Background: an optimization exercise with open tools, aiming at small area, a short achievable clock period and few clock cycles. Do not read the settings as production practice. Only simulation tests tie the RTL to the original design; equivalence was not proved. Power figures rest on the tool's default switching activity, not on a simulated workload.

<file path="flow/config.mk">
export PLATFORM = sky130hd
export DESIGN_NAME = pdk_engine
export DESIGN_NICKNAME = pdk_engine
export VERILOG_FILES = /design/flow/design.v
export SDC_FILE = /design/flow/constraint.sdc
export NUM_CORES = 4
export LEC_CHECK = 0
export CAP_MARGIN = 20
export CORE_MARGIN = 2
export CORE_UTILIZATION = 55
export CTS_BUF_LIST = sky130_fd_sc_hd__clkbuf_8
export CTS_CLUSTER_DIAMETER = 60
export CTS_CLUSTER_SIZE = 12
export PLACE_DENSITY = 0.7
export SETUP_SLACK_MARGIN = 4.9
export SLEW_MARGIN = 20
</file>
<file path="flow/constraint.sdc">
create_clock -name core_clock -period 8.0 [get_ports {clk}]
set_input_delay 1.6000 -clock core_clock [delete_from_list [all_inputs] [get_ports {clk}]]
set_output_delay 1.6000 -clock core_clock [all_outputs]
set_load 0.01 [all_outputs]
</file>
<file path="flow/design.v">
module pdk_engine (
    input  wire        clk,
    input  wire        rst,
    output wire [9:0]  imem_addr,
    input  wire [15:0] imem_rdata,
    output reg         io_we,
    output reg  [3:0]  io_waddr,
    output wire [7:0]  io_wdata,
    output reg         halted,
    output reg  [2:0]  fault_code,
    output reg         fault_write,
    output wire [15:0] fault_info,
    output wire [15:0] pc_o,
    output wire [15:0] acc_o,
    output wire [7:0]  sp_o,
    output wire [7:0]  flags_o,
    output wire [31:0] cycles_o
);
    localparam F_INSN  = 3'd1;
    localparam F_DATA  = 3'd2;
    localparam F_IO    = 3'd3;
    localparam F_OPC   = 3'd5;
    localparam F_STACK = 3'd6;
    reg [15:0]  pc;       
    reg [15:0]  ir;       
    reg         irv;      
    reg         irk;      
    reg         uop2;     
    reg [9:0]   fa;       
    reg         rv;       
    reg [15:0]  acc;
    reg [31:0]  ticks;
    reg [5:0]   ra;       
    reg         rst_q;    
    reg [511:0] dm;       
    reg [127:0] io;       
    reg d_ill, d_dbad, d_iobad, d_sfault;
    reg d_outok;          
    wire [7:0] sp    = io[23:16];
    wire [7:0] spm1  = sp - 8'd1;
    wire sp_push_bad = (sp >= 8'd63);
    wire sp_pop_bad  = (sp == 8'd0) || (sp >= 8'd65);
    wire sp_call_bad = (sp >= 8'd62);
    wire sp_ret_bad  = (sp < 8'd2) || (sp >= 8'd65);
    wire [7:0] flags = io[7:0];
    assign imem_addr  = fa;
    assign pc_o       = pc;
    assign acc_o      = acc;
    assign sp_o       = sp;
    assign flags_o    = flags;
    assign cycles_o   = ticks;
    assign fault_info = ir;
    assign io_wdata   = acc[7:0];
    wire [15:0] w    = imem_rdata;
    wire [3:0]  wop  = w[15:12];
    wire        whi0 = (w[11:8] == 4'd0);
    wire        wlo0 = (w[7:0] == 8'd0);
    wire        w_lda = (wop == 4'h3);
    wire        w_legal = (wop <= 4'h5) && whi0 && (wop != 4'h0 || wlo0) ||
                          (wop == 4'h8) || (wop == 4'h9) ||
                          (wop >= 4'h6 && wop <= 4'hC) && whi0 && wlo0;
    wire        w_dbad  = (wop == 4'h2 || wop == 4'h3) && whi0 && (w[7:6] != 2'd0);
    wire        w_iobad = (wop == 4'h4 || wop == 4'h5) && whi0 && (w[7:4] != 4'd0);
    wire [3:0] op = ir[15:12];
    wire [7:0] a  = ir[7:0];
    wire is_ldi  = (op == 4'h1);
    wire is_sta  = (op == 4'h2);
    wire is_lda  = (op == 4'h3);
    wire is_out  = (op == 4'h4);
    wire is_in   = (op == 4'h5);
    wire is_push = (op == 4'h6);
    wire is_pop  = (op == 4'h7);
    wire is_jmp  = (op == 4'h8);
    wire is_call = (op == 4'h9);
    wire is_ret  = (op == 4'hA);
    wire is_dec  = (op == 4'hB);
    wire is_skz  = (op == 4'hC);
    wire f_insn  = (pc[15:10] != 6'd0);
    wire f_stack = (is_push && sp_push_bad) || (is_pop && sp_pop_bad) ||
                   (is_call && sp_call_bad) || (is_ret && sp_ret_bad);
    wire fault   = f_insn | d_sfault | f_stack;
    wire ex    = irv && !halted;
    wire exk   = ex && irk;                   
    wire ex2   = ex && !irk && uop2;          
    wire ex1   = ex && !irk && !uop2;         
    wire go1   = ex1 && !fault;               
    wire accz  = (acc == 16'd0);
    wire skip  = ex1 && is_skz && accz;
    wire [15:0] next  = pc + 16'd1;
    wire [7:0]  dm_rdata = dm[8*ra +: 8];
    wire        dm_we    = ex1 && (is_sta || is_push || is_call) || ex2 && is_call;
    wire [5:0]  dm_waddr = is_sta ? a[5:0] : sp[5:0];
    wire [7:0]  dm_wdata = is_call ? (uop2 ? next[15:8] : next[7:0]) : acc[7:0];
    wire [7:0]  dm_wd    = rst_q ? 8'd0 : dm_wdata;
    wire [7:0]  io_rdata = io[8*a[3:0] +: 8];
    wire        io_wr    = ex1 && d_outok && !f_insn;
    wire        sp_wr    = io_wr && a[3:0] == 4'd2;
    wire        sp_inc   = go1 && (is_push || is_call) || ex2 && is_call;
    wire        sp_dec   = go1 && (is_pop || is_ret) || ex2 && is_ret;
    wire        sp_wr_x  = ex1 && is_out && a[3:0] == 4'd2;
    wire        sp_inc_x = ex1 && (is_push || is_call) || ex2 && is_call;
    wire        sp_dec_x = ex1 && (is_pop || is_ret) || ex2 && is_ret;
    wire done  = exk || ex1 && !(is_jmp || is_call || is_ret) || ex2 && !is_ret;
    wire load  = !halted && (!irv || done);
    wire redir = load && rv && !skip && (wop == 4'h8 || wop == 4'h9);
    genvar g;
    generate
        for (g = 0; g < 64; g = g + 1) begin : g_dm
            always @(posedge clk)
                if (rst_q || (dm_we && dm_waddr == g))
                    dm[8*g +: 8] <= dm_wd;
        end
        for (g = 0; g < 16; g = g + 1) begin : g_io
            if (g == 2) begin : g_sp
                always @(posedge clk)
                    if (rst_q)
                        io[8*g +: 8] <= 8'd0;
                    else if (sp_wr)
                        io[8*g +: 8] <= acc[7:0];
                    else if (sp_inc)
                        io[8*g +: 8] <= sp + 8'd1;
                    else if (sp_dec)
                        io[8*g +: 8] <= spm1;
            end else begin : g_b
                always @(posedge clk)
                    if (rst_q || (io_wr && a[3:0] == g))
                        io[8*g +: 8] <= rst_q ? 8'd0 : acc[7:0];
            end
        end
    endgenerate
    always @(posedge clk) begin
        rst_q    <= rst;
        io_waddr <= a[3:0];
        if (rst) begin
            pc          <= 16'd0;
            irv         <= 1'b0;
            irk         <= 1'b0;
            uop2        <= 1'b0;
            fa          <= 10'd0;
            rv          <= 1'b0;
            acc         <= 16'd0;
            ticks       <= 32'd0;
            ra          <= 6'h3F;
            halted      <= 1'b0;
            io_we       <= 1'b0;
            fault_code  <= 3'd0;
            fault_write <= 1'b0;
        end else begin
            io_we <= io_wr;
            if (ex)
                ticks <= ticks + 32'd1;
            if (ex1 && fault) begin
                halted      <= 1'b1;
                fault_code  <= f_insn   ? F_INSN :
                               d_ill    ? F_OPC :
                               d_dbad   ? F_DATA :
                               d_iobad  ? F_IO : F_STACK;
                fault_write <= !f_insn && d_dbad && is_sta;
            end
            if (load ? w_lda : is_lda)
                ra <= load ? w[5:0] : a[5:0];
            else if (sp_wr_x)
                ra <= acc[5:0] - 6'd1;
            else if (sp_inc_x)
                ra <= sp[5:0];
            else if (sp_dec_x)
                ra <= spm1[5:0] - 6'd1;
            else
                ra <= spm1[5:0];
            if (exk || go1 && !(is_jmp || is_call || is_ret))
                pc <= next;
            else if (go1 && is_ret)
                pc[15:8] <= dm_rdata;
            else if (ex2 && is_ret)
                pc[7:0] <= dm_rdata;
            else if (ex2)
                pc <= {4'd0, ir[11:0]};
            if (go1) begin
                if (is_ldi)
                    acc <= {8'd0, a};
                if (is_lda || is_pop)
                    acc <= {8'd0, dm_rdata};
                if (is_in)
                    acc <= {8'd0, io_rdata};
                if (is_dec)
                    acc <= acc - 16'd1;
            end
            if (ex1 && (is_jmp || is_call || is_ret))
                uop2 <= 1'b1;
            else if (ex2)
                uop2 <= 1'b0;
            if (load) begin
                irv <= rv;
                irk <= skip;
            end else if (ex2 && is_ret) begin
                irv <= 1'b0;
            end
            if (ex2 && is_ret) begin
                fa <= {pc[9:8], dm_rdata};
                rv <= 1'b0;
            end else if (redir) begin
                fa <= w[9:0];
                rv <= 1'b0;
            end else begin
                fa <= fa + 10'd1;
                rv <= 1'b1;
            end
        end
    end
    always @(posedge clk) begin
        if (!rst && ex1 && fault) begin
            ir <= f_insn  ? pc :
                  d_ill   ? ir :
                  d_dbad || d_iobad ? {8'd0, a} : {8'd0, sp};
        end else if (!rst && load) begin
            ir       <= w;
            d_ill    <= !w_legal;
            d_dbad   <= w_dbad;
            d_iobad  <= w_iobad;
            d_sfault <= !w_legal || w_dbad || w_iobad;
            d_outok  <= (wop == 4'h4) && whi0 && (w[7:4] == 4'd0);
        end
    end
endmodule
</file>
<file path="flow/flow/run.sh">
#!/bin/bash
# The standard layout (the standard.sh, all ORFS steps unchanged), except
# that the port buffers ORFS puts on every input and output are buf_2 cells
# rather than the library's smallest buffer, which is a slow delay cell.
# make's full output goes to standard.log here; ORFS's own per-step logs are
# under orfs/logs/.
set -euo pipefail
export BUFFER_PORTS_ARGS="-buffer_cell sky130_fd_sc_hd__buf_2"
bash standard.sh > standard.log 2>&1
</file>
<file path="flow/standard.sh">
#!/bin/bash
# synth_recipe.tcl (not shown) runs the flow's synth.tcl, then flattens the netlist and writes it again
# the make line also repeats each setting of config.mk as NAME=value (left out here)
make -C /OpenROAD-flow-scripts/flow DESIGN_CONFIG=/design/flow/config.mk WORK_HOME=/design/flow/orfs CLKGATE_MAP_FILE= SYNTH_SCRIPT=/design/flow/synth_recipe.tcl "${@:-finish}"
</file>
==> impl.org, run 1 <==
** Status
- The flow ran to the end and the layout has no timing, DRC or antenna violations.

** Critical path
- Along the worst path, the maximum fanout reaches 14.
- Sequence of cells on the critical path :: clkbuf_16, mux4_2, mux4_2, a22oi_1, nand3_2, o31a_1
- The worst setup path is captured at a flip-flop.
- In this design, the critical path's most frequently occurring cell is mux4_2.
- The critical path in this run is classified as flip-flop to flip-flop.
- Crit path arrival time :: 3.67 ns
- The largest individual stage delay along the critical path comes from the cell mux4_2.
- Counting both buffers and inverters, the worst setup path holds a total of 1.
- On the worst path, the slowest cell contributes a delay of about 0.60 ns.
- Crit path required time :: about 8.6 ns
- Largest delay contributor family on the critical path :: multiplexers
- STA classifies the critical path startpoint as a flip-flop.
- Reg2Reg Setup Slack :: 4.91 ns

** Layout
- Proportion of layout cells with a drive suffix above 1 :: between 30% and 40%
- The layout has 4,246 filler cells.
- Summing all non-filler instances in the final layout gives an area of 0.03658 mm².
- In the final design database the tool counted 2,241 nets.
- Relative to the synthesized area, the layout overhead comes to 12.49%.

** Timing
- The count of final hold-check violations came to 0.
- Setup violations, final :: 0
- Between clock sinks in the finished design, the worst skew comes to approximately 0.042 ns.
- Highest clock frequency the design can meet :: between 0.3 and 0.4 GHz
- Slew @ Worst Pin :: 1.022 ns
- The worst path uses 38.61% of the clock period.
- Unrepaired setup endpoints after global routing :: false
- Fin crit period :: around 3.1 ns
- Setup total negative slack on the finished layout was measured at 0 ns.
- Headroom to the max-slew limit came out at a little under a third.
- The count of pins over their slew limit is 0.

** Floorplanning
- The die covers 0.06108 mm².
- In this run the horizontal extent of the chip is about 250 µm.
- Cell Rows :: 89
- The initial utilization of the core area, before any placement, comes to roughly 55%.
- The die is ~250 µm tall.
- The total area inside the core boundary comes to 0.05869 mm².
- 142 I/O pins were placed.

** Synthesis
- Synth unique cells :: 79
- Gate count after technology mapping :: ~2,000
- Counting flops and latches in the post-synthesis netlist gives roughly 760.
- The most used flip-flop cell after synthesis is edfxtp_1.
- Portion of the post-synthesis area used by sequential elements :: ~67%
- For this run, the number of Yosys warnings is 1.
- Largest area contributor in the netlist :: edfxtp_1
- Counting flops with an async set or reset pin after synthesis yields a share of 0%.
- Sorting the synthesized cells by how often they occur yields edfxtp_1 (653), mux4_2 (196), nor2_1 (152), nand2_1 (112), dfxtp_1 (103).
- Yosys attributes the largest share of cell area to edfxtp_1 (60%), mux4_2 (14%), dfxtp_1 (6.3%).
- The synthesized design contains ~650 enable-type register cells.
- By instance count, the leading cell after synthesis is edfxtp_1.
- Synthesis produced a netlist with a net count of 2,063.
- The mapped netlist covers approximately 0.033 mm².
- The synthesized design devotes to its leading area cell type around three fifths of total area.
- Average instance area after synthesis :: around 16 µm²

** Power
- Power Dens Cells :: 209.2 mW/mm²
- Across the VDD grid, the largest voltage drop is about 170 µV.
- For this design the static power due to leakage is 13.49 nW.
- In this run the power spent charging and discharging nets is 1.926 mW.
- Power share of the sequential group :: 59.1%
- Of the total power, the share spent switching nets is 25.17%.
- Clk pwr share :: 29.0%
- Of the total power, combinational logic draws 11.9%.
- The internal portion of the total power is 5.726 mW.

** Drt
- The detail route stage leaves a number of antenna-violating nets equal to 0.
- The first detailed-routing pass ran for 6 iterations.
- For this run, design rule violations remaining after detail routing come to 0.
- The detailed router finished its first iteration with around 2,300 violations.
- Via density per instance :: 6.509
- In the final routed layout, each cell accounts on average for 29.17 µm.
- Wires add up to 88,180 µm.
- Across all layers, the routed design uses between 15,000 and 20,000 vias.

** CTS
- Buffers inserted during clock tree synthesis total 75.
- Clock sink count :: between 700 and 800
- CTS built an H-tree with a depth of 3.
- In this run the deepest clock path goes through 3 buffers.
- Clock insertion delay at the later pin of the skew report :: 0.71 ns
- Clk root buf :: clkbuf_8
- Clock-pin slew of the registers on the worst-case setup and hold paths :: 0.08 ns
- TritonCTS built the clock tree.

** Place
- HPWL after DPL :: 53,320 µm
- The count of buffers added on input and output ports is 141.
- Placement-stage cell area :: 0.03390 mm²
- The congestion estimate from routability-driven global placement came to around 0.96.

** Global route
- Pin count of the biggest net entering global routing :: 75
- Vias in the first global route :: 19,332
- Overall fraction of global-route tracks in use :: between 20% and 30%
- Antenna violations before repair :: 1
- Total global routing overflow :: 0
- Global-route wire length before repair :: 128,500 µm

** Worst hold path
- Tightest Hold Check Type :: flip-flop to flip-flop

** Flow run
- Reported max-cap violation count :: 0
[registers in the layout, summed over array words and instances, names as in the netlist, 3 cells and up]
name / cells
io_waddr: 4
fault_code: 3
acc: 16
pc: 16
ra: 6
io: 128
dm: 512
ir: 16
fa: 10
ticks: 32
[final cells by class]
| class | count | area, µm² | share of cell area, % |
|---|---|---|---|
| diodes | 1 | 2.502 | 0.006841 |
| clock buffers | 76 | 1046 | 2.860 |
| clock inverters | 39 | 211.5 | 0.5781 |
| inverters | 27 | 105.1 | 0.2873 |
| multi-input cells | 1110 | 10590 | 28.95 |
| flip-flops and latches | 756 | 21730 | 59.39 |
| well taps | 773 | 967.2 | 2.644 |
| repair buffers | 241 | 1931 | 5.278 |
[cells in the final DEF, fill, tap and decap left out, types with 7 or more instances in the layout]
master,netlist,routed
a211oi_1,14,14
a21o_1,76,15
a21o_2,0,61
a21oi_1,67,60
a221oi_1,7,7
a22oi_1,12,11
and3_1,16,14
buf_12,0,13
buf_2,16,141
buf_4,24,67
buf_6,1,7
clkbuf_8,0,76
dfxtp_1,103,73
dfxtp_2,0,23
dfxtp_4,0,7
edfxtp_1,653,653
ha_1,12,11
inv_1,26,50
mux2_2,12,12
mux2i_1,25,24
mux4_2,196,196
nand2_1,112,109
nand2b_1,7,7
nand3_1,50,44
nand4_1,10,10
nor2_1,152,136
nor2_4,0,11
nor2b_1,18,13
nor3_1,44,40
nor3b_1,12,12
nor4_1,12,10
o211ai_1,18,18
o21ai_0,28,26
o221ai_1,7,7
o22ai_1,8,8
or2_2,7,7
or3_1,15,15
xnor2_1,33,33
xor2_1,34,34
[worst reg2reg max path: stages, from the launching register on]
cell       delay (ns)
dfxtp_4          0.51
clkbuf_16        0.31
mux4_2           0.61
mux4_2           0.51
a22oi_1          0.42
nand3_2          0.30
o31a_1           0.32
[power groups by stage]
stage / combinational, mW / clock, mW / sequential [mW]
6_report: 0.908 / 2.22 / 4.52
5_1_grt: 0.952 / 2.41 / 4.54
4_1_cts: 0.880 / 2.26 / 4.52
3_5_place_dp: 0.762 / 0 / 4.62
3_3_place_gp: 0.754 / 0 / 4.61
2_1_floorplan: 0.530 / 0 / 4.57
[cells by family after synthesis]
group,Yosys count,share of synthesized area (%)
XOR/XNOR,67,1.805
buffers and inverters,169,2.313
flip-flops,756,66.65
multiplexers,233,14.76
adder cells (fa/ha/maj),12,0.4617
AND/OR/NAND/NOR,496,7.507
AO/OA/AOI/OAI,300,6.507
[routing by layer]
layer / up-vias / GRT usage, % / part of all wire, %
li1: 8377 / - / -
met1: 10078 / 39.22 / 38
met2: 1035 / 47.85 / 50
met3: 188 / 5.427 / 8.9
met4: 0 / 10.33 / 3.6
met5: - / 0 / 0
[worst paths after layout]
path                            startpoint  cells past startpoint  endpoint
worst min register to register          rv                      2       irv
worst min-delay path                    rv                      2       irv
worst max-delay path                 ra[0]                      6    acc[2]
worst max register to register       ra[0]                      6    acc[2]
[through the flow]
stage / hold WS (ns) / cells / utilization (%) / worst slack (ns) / power, mW
after floorplan: 0.4306 / 2033 / - / 4.901 / 5.105
after global placement: 0.4516 / 2831 / 57.67 / 3.740 / 5.369
after detailed placement: 0.4590 / 2833 / 57.76 / 3.679 / 5.386
after CTS: 0.4718 / 3000 / 61.67 / 4.863 / 7.659
after global routing: 0.4943 / 3023 / 62.33 / 4.876 / 7.894
final: 0.4758 / 3023 / 62.33 / 4.911 / 7.652
[what timing repair did]
| item | 4_1_cts | 5_1_grt |
|---|---|---|
| cloned | 10 | 2 |
| setup endpoints to repair | 920 | 802 |
| pin swaps | 8 | 5 |
| gates resized for setup | 130 | 60 |
| hold buffers | 0 | 0 |
| setup buffers | 42 | 19 |
Testbench counts, summed over its fixed seeds: cycles 43,778.
==> run 2: changes to the inputs <==
--- a/flow/config.mk
+++ b/flow/config.mk
@@ -9,8 +9,8 @@
 export CORE_MARGIN = 2
 export CORE_UTILIZATION = 55
-export CTS_BUF_LIST = sky130_fd_sc_hd__clkbuf_8
-export CTS_CLUSTER_DIAMETER = 60
-export CTS_CLUSTER_SIZE = 12
-export PLACE_DENSITY = 0.7
+export CTS_BUF_LIST = sky130_fd_sc_hd__clkbuf_8 sky130_fd_sc_hd__clkbuf_16
+export CTS_CLUSTER_DIAMETER = 100
+export CTS_CLUSTER_SIZE = 24
+export PLACE_DENSITY = 0.6
 export SETUP_SLACK_MARGIN = 4.9
 export SLEW_MARGIN = 20
==> run 2 against run 1 <==
Non-clock buffer count decreased by 18. Total power down 1.4%. Area after synthesis unchanged. Global-route usage down 0.68 points. Clock skew fell by 0.018 ns. Cell count down 2.4%. Sequential power is essentially flat.
==> impl.org, run 2 <==
** Synthesis
- Synth Area in XOR/XNOR :: 1.805%
- edfxtp_1 is the most common cell in the netlist.
- Largest area contributor in the netlist :: edfxtp_1
- Counting every instance in the synthesized netlist gives 2,033.
- Post-synthesis register bit count :: 756
- In this run the mean area of a mapped cell was ~16 µm².
- Portion of the post-synthesis area used by sequential elements :: 66.65%
- Net count after synthesis :: 2,063
- Of the total synthesized cell area, the portion taken by AND, OR, NAND and NOR gates is 7.507%.
- For this run, the number of Yosys warnings is 1.
- Share of synthesized area spent on multiplexers :: between 10 and 15%
- Commonest cells in the netlist :: edfxtp_1 (653), mux4_2 (196), nor2_1 (152), nand2_1 (112), dfxtp_1 (103)
- The netlist uses 79 different library cells.
- Largest family of logic cells by synthesized area :: multiplexers
- Proportion of register bits with asynchronous set or reset after synthesis :: 0%
- Area contributors post-synth :: edfxtp_1 (60%), mux4_2 (14%), dfxtp_1 (6.3%)
- Summing the areas of all compound-gate instances in the mapped netlist gives 6.507% of the synthesized area.
- Summing every instance area after synthesis gives 0.03252 mm².
- Top_reg_cell synth :: edfxtp_1
- Arithmetic-cell share of the synthesized area counting full adders, half adders and majority gates :: less than 1%
- Of the post-synthesis cell area, the dominant cell type holds 60.30%.
- Number of enable flip-flop cells after synthesis :: 653

** Drt
- The pre-antenna-repair detailed-routing pass consisted of 6 iterations.
- After detailed routing, the number of remaining DRC violations is 0.
- Total Routed Length :: 87,110 µm
- Once detail routing completed, the nets flagged for antenna violations numbered 0.
- Dividing the detail-routed wire length by the instance count gives about 30 µm.
- Starting DRC count in detailed routing :: 1,952
- Summing over every cut layer, the via total after detailed routing is 19,035.
- Using the TritonRoute via totals, the vias-per-cell ratio works out to roughly 6.5.

** Floorplanning
- In this run the core area contains 89 standard-cell rows.
- The die is 247.1 µm wide.
- The floorplan step set the die height to 247.1 µm.
- Effective utilization at floorplan :: between 50% and 60%
- Placeable core region :: 0.05869 mm²
- The die covers 0.06108 mm².
- I/O pins :: approximately 140

** Power
- Worst vdd ir :: 181.2 µV
- Dividing total power by cell area gives a power density of about 210 mW/mm².
- Reported leakage power :: 13.21 nW
- Total power for the finished layout comes to 7.547 mW.

** Critical path
- In this run the worst setup path begins at ir[12].
- Type of the worst setup path :: flip-flop to flip-flop
- Together, buffers and inverters on the worst path number 1.
- For flop-to-flop paths, the worst setup slack is between 4 and 5 ns.
- In this run the worst path has a maximum fanout of 9.
- In this run the critical register-to-register path is captured at io[22].
- Crit path arrival time :: 3.58 ns
- R2R Path Start :: ir[12]
- The largest individual stage delay along the critical path comes from the cell or4bb_1.
- Sequence of cells on the critical path :: buf_4, or4bb_1, nor3_2, nand4b_1, o21ai_1, a32o_1, o211a_1, or3_1
- Among cell families on the critical path, the largest total delay comes from simple AND/OR/NAND/NOR gates.
- Delay of the slowest critical-path stage :: just over 0.6 ns
- In this run the number of cells on the critical path is 8.
- STA classifies the critical path endpoint as a flip-flop.
- Measured in cells, the most critical reg-to-reg path has a length of 8.
- Crit path required time :: 8.48 ns
- In this run the worst setup path terminates at io[22].
- STA classifies the critical path startpoint as a flip-flop.

** Global route
- Pin count of the biggest net entering global routing :: between 70 and 80
- The via count of the first global-routing pass was around 18,000.
- Antenna violations before repair :: 3
- For this run the aggregate overflow at the end of global routing stands at 0.
- Overall fraction of global-route tracks in use :: 28.44%
- Global-route wire length before repair :: 125,400 µm

** CTS
- Clock tree synthesis found a total of 756 sinks.
- TritonCTS clock tree :: built
- Clk root buf :: clkbuf_16
- Number of buffers created by CTS :: 38
- The H-tree was split into 2 levels.
- Clock-pin slew was measured on the worst setup and hold paths at about 0.10 ns.
- After clock tree synthesis, the flow added hold-fix buffers numbering 0.
- Clock insertion delay at the later pin of the skew report :: 0.61 ns
- No sink is reached through more buffers than the 3 on the longest clock path.

** Place
- Placer Congestion :: 0.8905
- Placed cell count :: 2,836
- Buffers placed on the I/O ports in this run total 141.
- HPWL after DPL :: 54,380 µm
- After detailed placement, the total cell area comes to 0.03388 mm².

** Status
- Result of the run :: finished clean

** Layout
- The finished layout holds 2,949 standard cells, fillers aside.
- The register with the most flip-flops in the layout has 512 of them.
- Commonest cells after routing, fill and taps aside :: edfxtp_1 (653), mux4_2 (196), buf_2 (142)
- The finished cells cover 0.03617 mm².
- The filler cells instantiated in the layout total 4,351.
- Leaving out fill and tap cells, the most frequent cell in the layout is edfxtp_1.
- Final core utilization :: 61.64%
- From synthesis to final layout, the design area changed by 11.25%.
- In the final design database the tool counted 2,185 nets.
- Of the cells placed in the final design, the portion with a size suffix greater than 1 is between 20 and 30%.
- Register ranked first by flip-flop count :: dm
- The repair_antennas step left the layout with diodes totalling 0.
- The largest registers in the layout are dm (512), io (128), ticks (32).

** Timing
- Highest clock frequency the design can meet :: 0.3231 GHz
- The count of final hold-check violations is 0.
- Unrepaired setup endpoints after global routing :: true
- In this run the tightest slew margin relative to its limit is ~28%.
- For the pin with the worst max-slew slack, the measured transition is about 1.1 ns.
- Fin crit period :: 3.095 ns
- In the finished design, the share of the clock period the worst path needs comes to roughly two fifths.
- Count of final max-slew check failures :: 0
- Max Clock Skew :: 0.02449 ns
- Setup TNS Final :: 0 ns
- Setup violations, final :: 0

** Flow run
- The tool flagged a number of max-cap violations equal to 0.

** Worst hold path
- The worst hold path belongs to the class flip-flop to flip-flop.
run 2: logic make-up (layout without fill, tap and decap cells):
logic type                 after synthesis  count (layout)
and+or+nand+nor                        496             497
DFF                                    756             756
buffers and inverters                  169             311
AOI/OAI and AO/OA                      300             300
xor gates and xnor gates                67              67
adders and majority gates               12              12
muxes                                  233             233
run 2: area by class of cell:
cell class | count | area (µm²) | share of cell area [%]
multi-input combinational | 1109 | 10550 | 29.16
inverter | 27 | 107.6 | 0.2975
clock inverter | 23 | 156.4 | 0.4324
tap | 773 | 967.2 | 2.674
timing repair buffer | 223 | 1738 | 4.804
clock buffer | 38 | 950.9 | 2.629
sequential | 756 | 21710 | 60.00
run 2: how the worst min path moves through the flow:
stage | startpoint | end | slack [ns] | depth (start not counted)
finish | rv | irv | 0.48 | 2
global route | rv | irv | 0.51 | 2
CTS | rv | irv | 0.48 | 2
detailed placement | rv | irv | 0.47 | 2
global placement | rv | irv | 0.47 | 2
floorplan | ir[0] | io_waddr[0] | 0.43 | 0
run 2: worst min-delay path, stage by stage, from the launching register on:
cell,delay (ns)
dfxtp_1,0.34
nand2_1,0.06
a21oi_1,0.05
run 2: what timing repair did:
action                     in CTS  in global routing
setup endpoints to repair     992                882
cloned                          4                  3
pin swaps                       5                 11
setup buffers                  30                 15
resized for setup             129                 50
run 2: per-layer routing:
layer | track usage [%] | vias up | wire [µm]
li1 | - | 8249 | -
met1 | 41.03 | 9880 | 36130
met2 | 45.94 | 756 | 42450
met3 | 3.028 | 146 | 5501
met4 | 9.231 | 4 | 3004
met5 | 0 | - | 20
run 2: metrics by stage:
stage	hold slack, ns	worst slack (ns)
floorplan	0.4306	4.901
global placement	0.4704	3.708
detailed placement	0.4689	3.596
CTS	0.4777	4.865
global route	0.5088	4.835
finish	0.4841	4.905
run 2: where the power goes:
| group | total (mW) | internal (mW) | leakage (nW) | switching [mW] |
|---|---|---|---|---|
| Sequential | 4.52 | 4.43 | 7.56 | 0.0843 |
| Combinational | 0.873 | 0.372 | 5.05 | 0.501 |
| Clock | 2.16 | 0.916 | 0.602 | 1.24 |
==> run 3: changes to the inputs <==
--- a/flow/config.mk
+++ b/flow/config.mk
@@ -12,5 +12,5 @@
 export CTS_CLUSTER_DIAMETER = 100
 export CTS_CLUSTER_SIZE = 24
-export PLACE_DENSITY = 0.6
+export PLACE_DENSITY = 0.8
 export SETUP_SLACK_MARGIN = 4.9
 export SLEW_MARGIN = 20
==> run 3 against run 2 <==
Wire length is 0.97% higher. Count of clock-buffer cells in the layout did not move. Sequential cell count unchanged. Non-clock buffer count increased by 7. Worst setup slack lost 0.053 ns. Register-to-register slack worse by 0.03 ns. Combinational power rose by 1%. Critical endpoint is now fault_info[14]. Highest routed layer unchanged.
==> impl.org, run 3 <==
** Status
- Result of the run :: finished clean

** Synthesis
- Synthesis instantiated 79 different standard cells from the library.
- A synthesized cell averages 15.99 µm².
- Top_reg_cell synth :: edfxtp_1
- Proportion of register bits with asynchronous set or reset after synthesis :: 0%
- Post-synthesis register bit count :: 756
- For this run, the number of Yosys warnings is 1.
- Commonest cells in the netlist :: edfxtp_1 (653), mux4_2 (196), nor2_1 (152), nand2_1 (112), dfxtp_1 (103)
- After synthesis, the cell types taking the most area are edfxtp_1 (60%), mux4_2 (14%), dfxtp_1 (6.3%).
- The largest total area in the synthesized netlist belongs to edfxtp_1.
- The cell area that synthesis handed to floorplanning was 0.03252 mm².
- Gate count after technology mapping :: ~2,000
- Share of Yosys cell area claimed by the top area cell type :: 60.30%
- The number of nets in the synthesized netlist is about 2,100.
- Number of enable flip-flop cells after synthesis :: 653
- Summing the sequential cell areas from Yosys gives 66.65% of the chip area.
- Most common cell in the netlist :: edfxtp_1

** Timing
- Slew margin rel. :: 27.12%
- Period utilisation layout :: 39.35%
- Setup total negative slack on the finished layout was measured at 0 ns.
- Count of final max-slew check failures :: 0
- Highest clock frequency the design can meet :: 0.3177 GHz
- Setup repair after global routing could not meet its margin everywhere.
- Hold Vio Cnt, Final :: 0
- Setup violations, final :: 0
- Clock skew on the completed layout was measured at 0.03301 ns.
- In the post-route analysis, the smallest setup slack over all paths is 4.852 ns.
- Slew @ Worst Pin :: 1.089 ns
- Fin crit period :: 3.148 ns

** CTS
- At the later pin of the worst-skew pair, clock insertion delay measures 0.62 ns.
- TritonCTS created 38 clock buffers.
- Clock sink count :: 756
- The H-tree generated during clock tree synthesis spans 2 levels.
- Clk root buf :: clkbuf_16
- After clock tree synthesis, the flow added hold-fix buffers numbering 0.
- Maximum number of buffers from clock root to sink :: 3
- TritonCTS built the clock tree.
- Clock-pin slew was measured on the worst setup and hold paths at 0.10 ns.

** Critical path
- Of all nets on the critical path, the largest fanout is 5.
- Endpoint kind of the worst setup timing path :: output port
- The worst setup path is launched from a flip-flop.
- Broken down by cell family, the worst path's largest delay share belongs to flip-flops.
- By startpoint and endpoint, the worst setup path is classified as flip-flop to output port.
- Sequence of cells on the critical path :: buf_6, buf_4, buf_2
- Critical path buffer and inverter count :: 3
- The slowest stage of the critical path is the edfxtp_1 cell.
- Delay of the slowest critical-path stage :: 0.51 ns
- Crit path required time :: 6.40 ns
- Crit path arrival time :: 1.55 ns

** Power
- Power spread over the standard cell area amounts to 207.6 mW/mm².
- Worst vdd ir :: about 180 µV
- Reported leakage power :: 13.25 nW

** Flow run
- The tool flagged a number of max-cap violations equal to 0.

** Drt
- After detailed routing, the total wire length is 87,950 µm.
- In the routed design, unresolved DRC markers number 0.
- In the routed layout, each cell is associated on average with a via count of 6.746.
- Total number of vias :: 19,906
- Starting DRC count in detailed routing :: 2,447
- Number of detailed-routing iterations run before antenna repair :: 6
- Remaining number of nets flagged by the antenna check after routing :: 0
- Average wire per standard cell :: 29.80 µm

** Global route
- Global routing consumed, on the met1 layer, between 30% and 40% of the routing resources.
- Global routing used 28.56% of the available tracks.
- Global routing used a little under half of the available met2 tracks.
- Vias in the first global route :: 19,288
- Layer with the highest usage after global routing :: met2
- Global-route wire length before repair :: 127,500 µm
- The number of antenna violations at the first check in global routing came to 1.
- Entering global routing, the biggest net connects 75 pins.
- Total global routing overflow :: 0
- Global routing consumed, on the met3 layer, 4.645% of the routing resources.

** Layout
- In the layout the commonest cells are edfxtp_1 (653), mux4_2 (196), buf_2 (141).
- Leaving out fill and tap cells, the most frequent cell in the layout is edfxtp_1.
- Largest regs :: dm (512), io (128), ticks (32)
- At the end of the flow the core is filled with cells to 61.82%.
- The number of antenna diodes in the final layout is 0.
- Ranked by flip-flop count, first place goes to dm.
- At the end of the flow, the number of nets in the layout was 2,193.
- The register with the most flip-flops in the layout has 512 of them.
- Number of standard cells in the layout, taps in and fillers out :: roughly 3,000
- The post-route netlist has 29.25% of its cells at a drive strength greater than 1.
- Compared with the post-synthesis result, the final layout area differs by 11.57%.

** Floorplanning
- The die is 247.1 µm wide.
- The floorplan step defined a die boundary enclosing between 0.06 and 0.07 mm².
- During I/O placement, the number of pins put on the boundary was 142.
- Cell Rows :: 89
- Die Height :: approximately 250 µm
- Placeable core region :: 0.05869 mm²
- Effective utilization at floorplan :: approximately 55%

** Worst hold path
- Tightest Hold Check Type :: flip-flop to flip-flop

** Place
- At the placement stage, the worst setup path has a slack of 3.586 ns.
- HPWL after DPL :: 54,820 µm
- Counting tap cells, the placed design contains a total of 2,833 instances.
- The count of buffers added on input and output ports is between 100 and 150.
- Routability-driven placement finished with a final weighted congestion of around 1.
-- run 3: worst paths after layout --
path / slack, ns / cells after the start / startpoint / endpoint
max: 4.85 / 3 / ir[14] / fault_info[14]
min: 0.48 / 2 / rv / irv
max reg2reg: 4.88 / 7 / io[21] / io[22]
min reg2reg: 0.48 / 2 / rv / irv
-- run 3: routing by layer --
metal,routed length [µm],share of wire (%)
met5,15,0.017
met4,3652,4.2
met3,9177,10
met2,42720,49
met1,32390,37
-- run 3: layout make-up --
class / count / area [µm²]
clock buffers: 38 / 950.9
inverters: 27 / 108.9
clock inverters: 17 / 117.6
repair buffers: 230 / 1747
multi-input cells: 1110 / 10680
fillers: 4075 / 22410
flip-flops and latches: 756 / 21710
well taps: 773 / 967.2
-- run 3: logic make-up after synthesis --
family          share of synthesized area, %
buf+inv                                2.313
simple gates                           7.507
compound gates                         6.507
mux                                    14.76
xor+xnor                               1.805
fa+ha+maj                             0.4617
flops                                  66.65
-- run 3: repair_timing --
action	CTS	global route
endpoints found under the setup margin	893	1022
resized for setup	105	77
endpoints found under the hold margin	0	0
pin swaps	7	8
cloned	3	3
buffers inserted	36	21
-- run 3: stage by stage --
stage | power [mW] | hold slack, ns | instance area, µm²
floorplan | 5.105 | 0.4306 | 32550
global placement | 5.362 | 0.4516 | 33820
detailed placement | 5.387 | 0.4584 | 33920
CTS | 7.486 | 0.4744 | 35740
global route | 7.722 | 0.4858 | 36280
finish | 7.530 | 0.4798 | 36280
-- run 3: worst min-delay path, stage by stage (launching register included) --
cell     delay (ns)
dfxtp_1        0.34
nand2_1        0.06
a21oi_1        0.05
-- run 3: report_power, final --
group          switching (mW)  internal, mW
combinational           0.513         0.372
clock                    1.23         0.883
sequential             0.0957          4.44
==> run 4: changes to the inputs <==
--- a/flow/config.mk
+++ b/flow/config.mk
@@ -12,5 +12,5 @@
 export CTS_CLUSTER_DIAMETER = 100
 export CTS_CLUSTER_SIZE = 24
-export PLACE_DENSITY = 0.8
+export PLACE_DENSITY = 0.7
 export SETUP_SLACK_MARGIN = 4.9
 export SLEW_MARGIN = 20
==> run 4 against run 3 <==
Highest routed layer is now met4. Largest power group unchanged. Clock power hardly changed. Global-route usage is 0.28 points lower. Critical path type is now flip-flop to flip-flop. Largest cell class unchanged. Wire length is 1.4% lower. Synthesized cell count stayed put.
==> impl.org, run 4 <==
** Status
- Result of the run :: finished clean

** Drt
- Total number of vias :: 19,570
- Via density per instance :: 6.638
- After detailed routing, the total wire length is a little under 90,000 µm.
- Wire length on met2 :: 43,660 µm
- Number of remaining DRC errors :: 0
- Detailed-routed wire length on met3 :: between 7000 and 8000 µm
- Routed length on met1 :: around 33,000 µm
- After detailed routing, the average wire length per cell comes to 29.41 µm.
- Remaining number of nets flagged by the antenna check after routing :: 0
- Number of detailed-routing iterations run before antenna repair :: 7
- Highest signal layer in the routed design :: met4
- In this run, the number of DRC markers left after iteration 0 of detailed routing was 2,191.

** Power
- Reported leakage power :: 13.17 nW
- For this design the ratio of total power to cell area is between 200 and 250 mW/mm².
- Summing internal, switching and leakage power gives between 7 and 8 mW.
- For this design the total switching power over the nets is 1.811 mW.
- Net switching is 24.08% of the power.
- Internal portion of total power :: around 5.7 mW
- Power share of the sequential group :: roughly three fifths
- The worst-case IR drop observed on VDD is 233.4 µV.
- Part of the total power dissipated in combinational logic :: 11.5%
- Clk pwr share :: 28.3%

** Floorplanning
- Measured along the x axis, the die boundary spans 247.1 µm.
- After floorplanning, the core was divided into 89 placement rows.
- Placeable core region :: just under 0.06 mm²
- The initial utilization of the core area, before any placement, comes to 55.41%.
- Die Height :: 247.1 µm
- The die covers 0.06108 mm².
- During I/O placement, the number of pins put on the boundary was approximately 140.

** Flow run
- Reported max-cap violation count :: 0

** CTS
- Buffers inserted during clock tree synthesis total 37.
- Clock insertion delay at the later pin of the skew report :: ~0.61 ns
- TritonCTS clock tree :: built
- Clock sink count :: 756
- After clock tree synthesis, the clock-pin slew on the worst setup and hold paths is 0.09 ns.
- Maximum number of buffers from clock root to sink :: 3
- Number of buffers inserted by hold repair at cts :: 0
- The H-tree generated during clock tree synthesis spans 2 levels.
- Clock tree synthesis selected as its root buffer the cell clkbuf_16.

** Global route
- Vias in the first global route :: 18,808
- Total global routing overflow :: 0
- Overall fraction of global-route tracks in use :: between 20% and 30%
- The first global-routing pass estimated 125,700 µm of wire.
- Antenna violations before repair :: 0
- Entering global routing, the biggest net connects 75 pins.

** Layout
- The largest registers in the layout are dm (512), io (128), ticks (32).
- After routing the design area is 0.03613 mm².
- At the end of the flow, the number of nets in the layout was between 2,000 and 2,500.
- P&R area growth vs syn :: 11.12%
- Flip-flop count of the largest register after layout :: 512
- Most common library cell in the layout ignoring fill and taps :: edfxtp_1
- Leaving out fill and tap cells, the most frequent cells in the layout are edfxtp_1 (653), mux4_2 (196), buf_2 (141).
- Proportion of layout cells with a drive suffix above 1 :: 29.85%
- Final core utilization :: 61.57%
- More flip-flops sit in one register than any other, and that register is dm.

** Synthesis
- Summing the sequential cell areas from Yosys gives approximately 67% of the chip area.
- In the post-synthesis netlist, the biggest area contributors are edfxtp_1 (60%), mux4_2 (14%), dfxtp_1 (6.3%).
- Share of Yosys cell area claimed by the top area cell type :: roughly 60%
- Gate count after technology mapping :: 2,033
- Number of enable flip-flop cells after synthesis :: 653
- Top_reg_cell synth :: edfxtp_1
- Largest area contributor in the netlist :: edfxtp_1
- Proportion of register bits with asynchronous set or reset after synthesis :: 0%
- When the netlist entered floorplanning its net count stood at 2,063.
- The most common cell in the synthesized netlist is edfxtp_1.
- Yosys warning count :: 1
- After synthesis the cells add up to 0.03252 mm².
- Synth unique cells :: 79
- Synthesis inferred 756 register bits.
- Dividing the synthesized area by the synthesized cell count gives 15.99 µm².
- Commonest cells in the netlist :: edfxtp_1 (653), mux4_2 (196), nor2_1 (152), nand2_1 (112), dfxtp_1 (103)

** Timing
- Hold Vio Cnt, Final :: 0
- Measured against its own limit, the worst slew margin works out to 29.23%.
- Setup repair after global routing could not meet its margin everywhere.
- Period utilisation layout :: 38.73%
- Fin crit period :: 3.099 ns
- Highest clock frequency the design can meet :: 0.3227 GHz
- Max Clock Skew :: 0.02258 ns
- Tightest hold margin :: 0.4762 ns
- The count of pins over their slew limit is 0.
- Setup TNS Final :: 0 ns
- At the pin with the least slew margin, the transition time is between 1 and 1.5 ns.
- Setup violations, final :: 0

** Place
- Placer Congestion :: just under 1
- Summed over all nets, the half-perimeter wirelength after detailed placement is 53,320 µm.
- Input and output buffers added on the ports amount to 141.
- Placement-stage cell area :: 0.03390 mm²

** Critical path
- Peak fanout along the critical path :: 19
- Crit path arrival time :: approximately 3.4 ns
- At the worst endpoint, the required time is 8.27 ns.
- Endpoint kind of the worst setup timing path :: flip-flop
- The critical path contains buffers and inverters numbering 2 combined.
- The worst setup path is launched from a flip-flop.
- Largest delay contributor family on the critical path :: simple AND/OR/NAND/NOR gates
- The worst setup path is of the flip-flop to flip-flop kind.
- In this design, the stage delay of the slowest critical-path cell is 0.69 ns.
- The most numerous cell type found on the critical path is buf_4.
- Slowest CP cell :: nor2_1
- Sequence of cells on the critical path :: buf_4, nor4b_2, buf_4, a31oi_2, nor2_1, a21o_1

** Worst hold path
- Tightest Hold Check Type :: flip-flop to flip-flop
-- run 4: cell counts after synthesis --
Identical to the previous run, type by type.
-- run 4: metrics by stage --
| step | std cells | worst slack, ns |
|---|---|---|
| finish | 2948 | 4.901 |
| global route | 2947 | 4.871 |
| CTS | 2929 | 4.862 |
| detailed placement | 2833 | 3.679 |
| global placement | 2831 | 3.740 |
| floorplan | 2033 | 4.901 |
-- run 4: what timing repair did --
item / 4_1_cts / 5_1_grt
endpoints found under the setup margin: 910 / 888
buffers inserted: 32 / 13
gates resized for setup: 104 / 75
pin swaps: 8 / 6
gates cloned: 4 / 5
-- run 4: worst min-delay path: cells and delay by family (launching register included) --
family | cells | cell delay, ns
AOI/OAI and AO/OA | 1 | 0.05
DFF | 1 | 0.33
and+or+nand+nor | 1 | 0.06
-- run 4: logic make-up after synthesis --
family	synth area share, %
flip-flops	66.65
buffers and inverters	2.313
AND/OR/NAND/NOR	7.507
AO/OA/AOI/OAI	6.507
adder cells (fa/ha/maj)	0.4617
multiplexers	14.76
XOR/XNOR	1.805
-- run 4: worst paths after layout --
path | startpoint | end | slack, ns | cells after the start
max | ir[12] | dm[232] | 4.90 | 6
min | rv | irv | 0.48 | 2
max reg2reg | ir[12] | dm[232] | 4.90 | 6
min reg2reg | rv | irv | 0.48 | 2
-- run 4: power groups by stage --
| stage | combinational, mW | clock [mW] | sequential (mW) |
|---|---|---|---|
| 5_1_grt | 0.912 | 2.29 | 4.54 |
| 3_5_place_dp | 0.762 | 0 | 4.62 |
| 3_3_place_gp | 0.754 | 0 | 4.61 |
| 4_1_cts | 0.835 | 2.16 | 4.52 |
| 6_report | 0.867 | 2.13 | 4.52 |
| 2_1_floorplan | 0.530 | 0 | 4.57 |
-- run 4: cell type report --
type	count	area, µm²
clock buffers	38	950.9
multi-input cells	1111	10600
repair buffers	220	1649
inverters	27	108.9
clock inverters	22	141.4
diodes	1	2.502
well taps	773	967.2
fillers	4275	22550
flip-flops and latches	756	21710
-- run 4: per-layer routing --
metal  GRT usage (%)  vias to the layer above
met1           39.35                    10109
li1                -                     8259
met5               0                        -
met4           7.672                        0
met3           3.885                      152
met2           47.26                     1050

[static timing again, ports no longer ideal]
The results above use ideal ports. As a check the final layouts listed here were re-extracted and re-timed, cells and wires unchanged. Step 1, drivers: a clkbuf_16 drives clk and a buf_2 each remaining input, both assumed. Step 2 times the ports against the registers' clock, not the clock port: input delays grow and output delays shrink by t, the midpoint of the rising clock arrivals with the driver on. Slacks: ideal ports / drivers / drivers and shift; pairs: ideal ports / drivers.
run	shift t [ns]	slack for setup (ns)	worst slew at a driven data input, ns	pins driven straight from the clock port
run 1	0.742	4.911 / 4.888 / 4.284	0.05	1
run 2	0.661	4.905 / 4.863 / 4.415	0.05	1
run 3	0.659	4.852 / 4.793 / 4.382	0.04	1
run 4	0.656	4.901 / 4.849 / 4.435	0.05	1
After both steps every run listed still meets setup and hold. The setup slack of run 1, which loses most, moves by -0.023 ns with the drivers and by -0.627 ns with both steps.
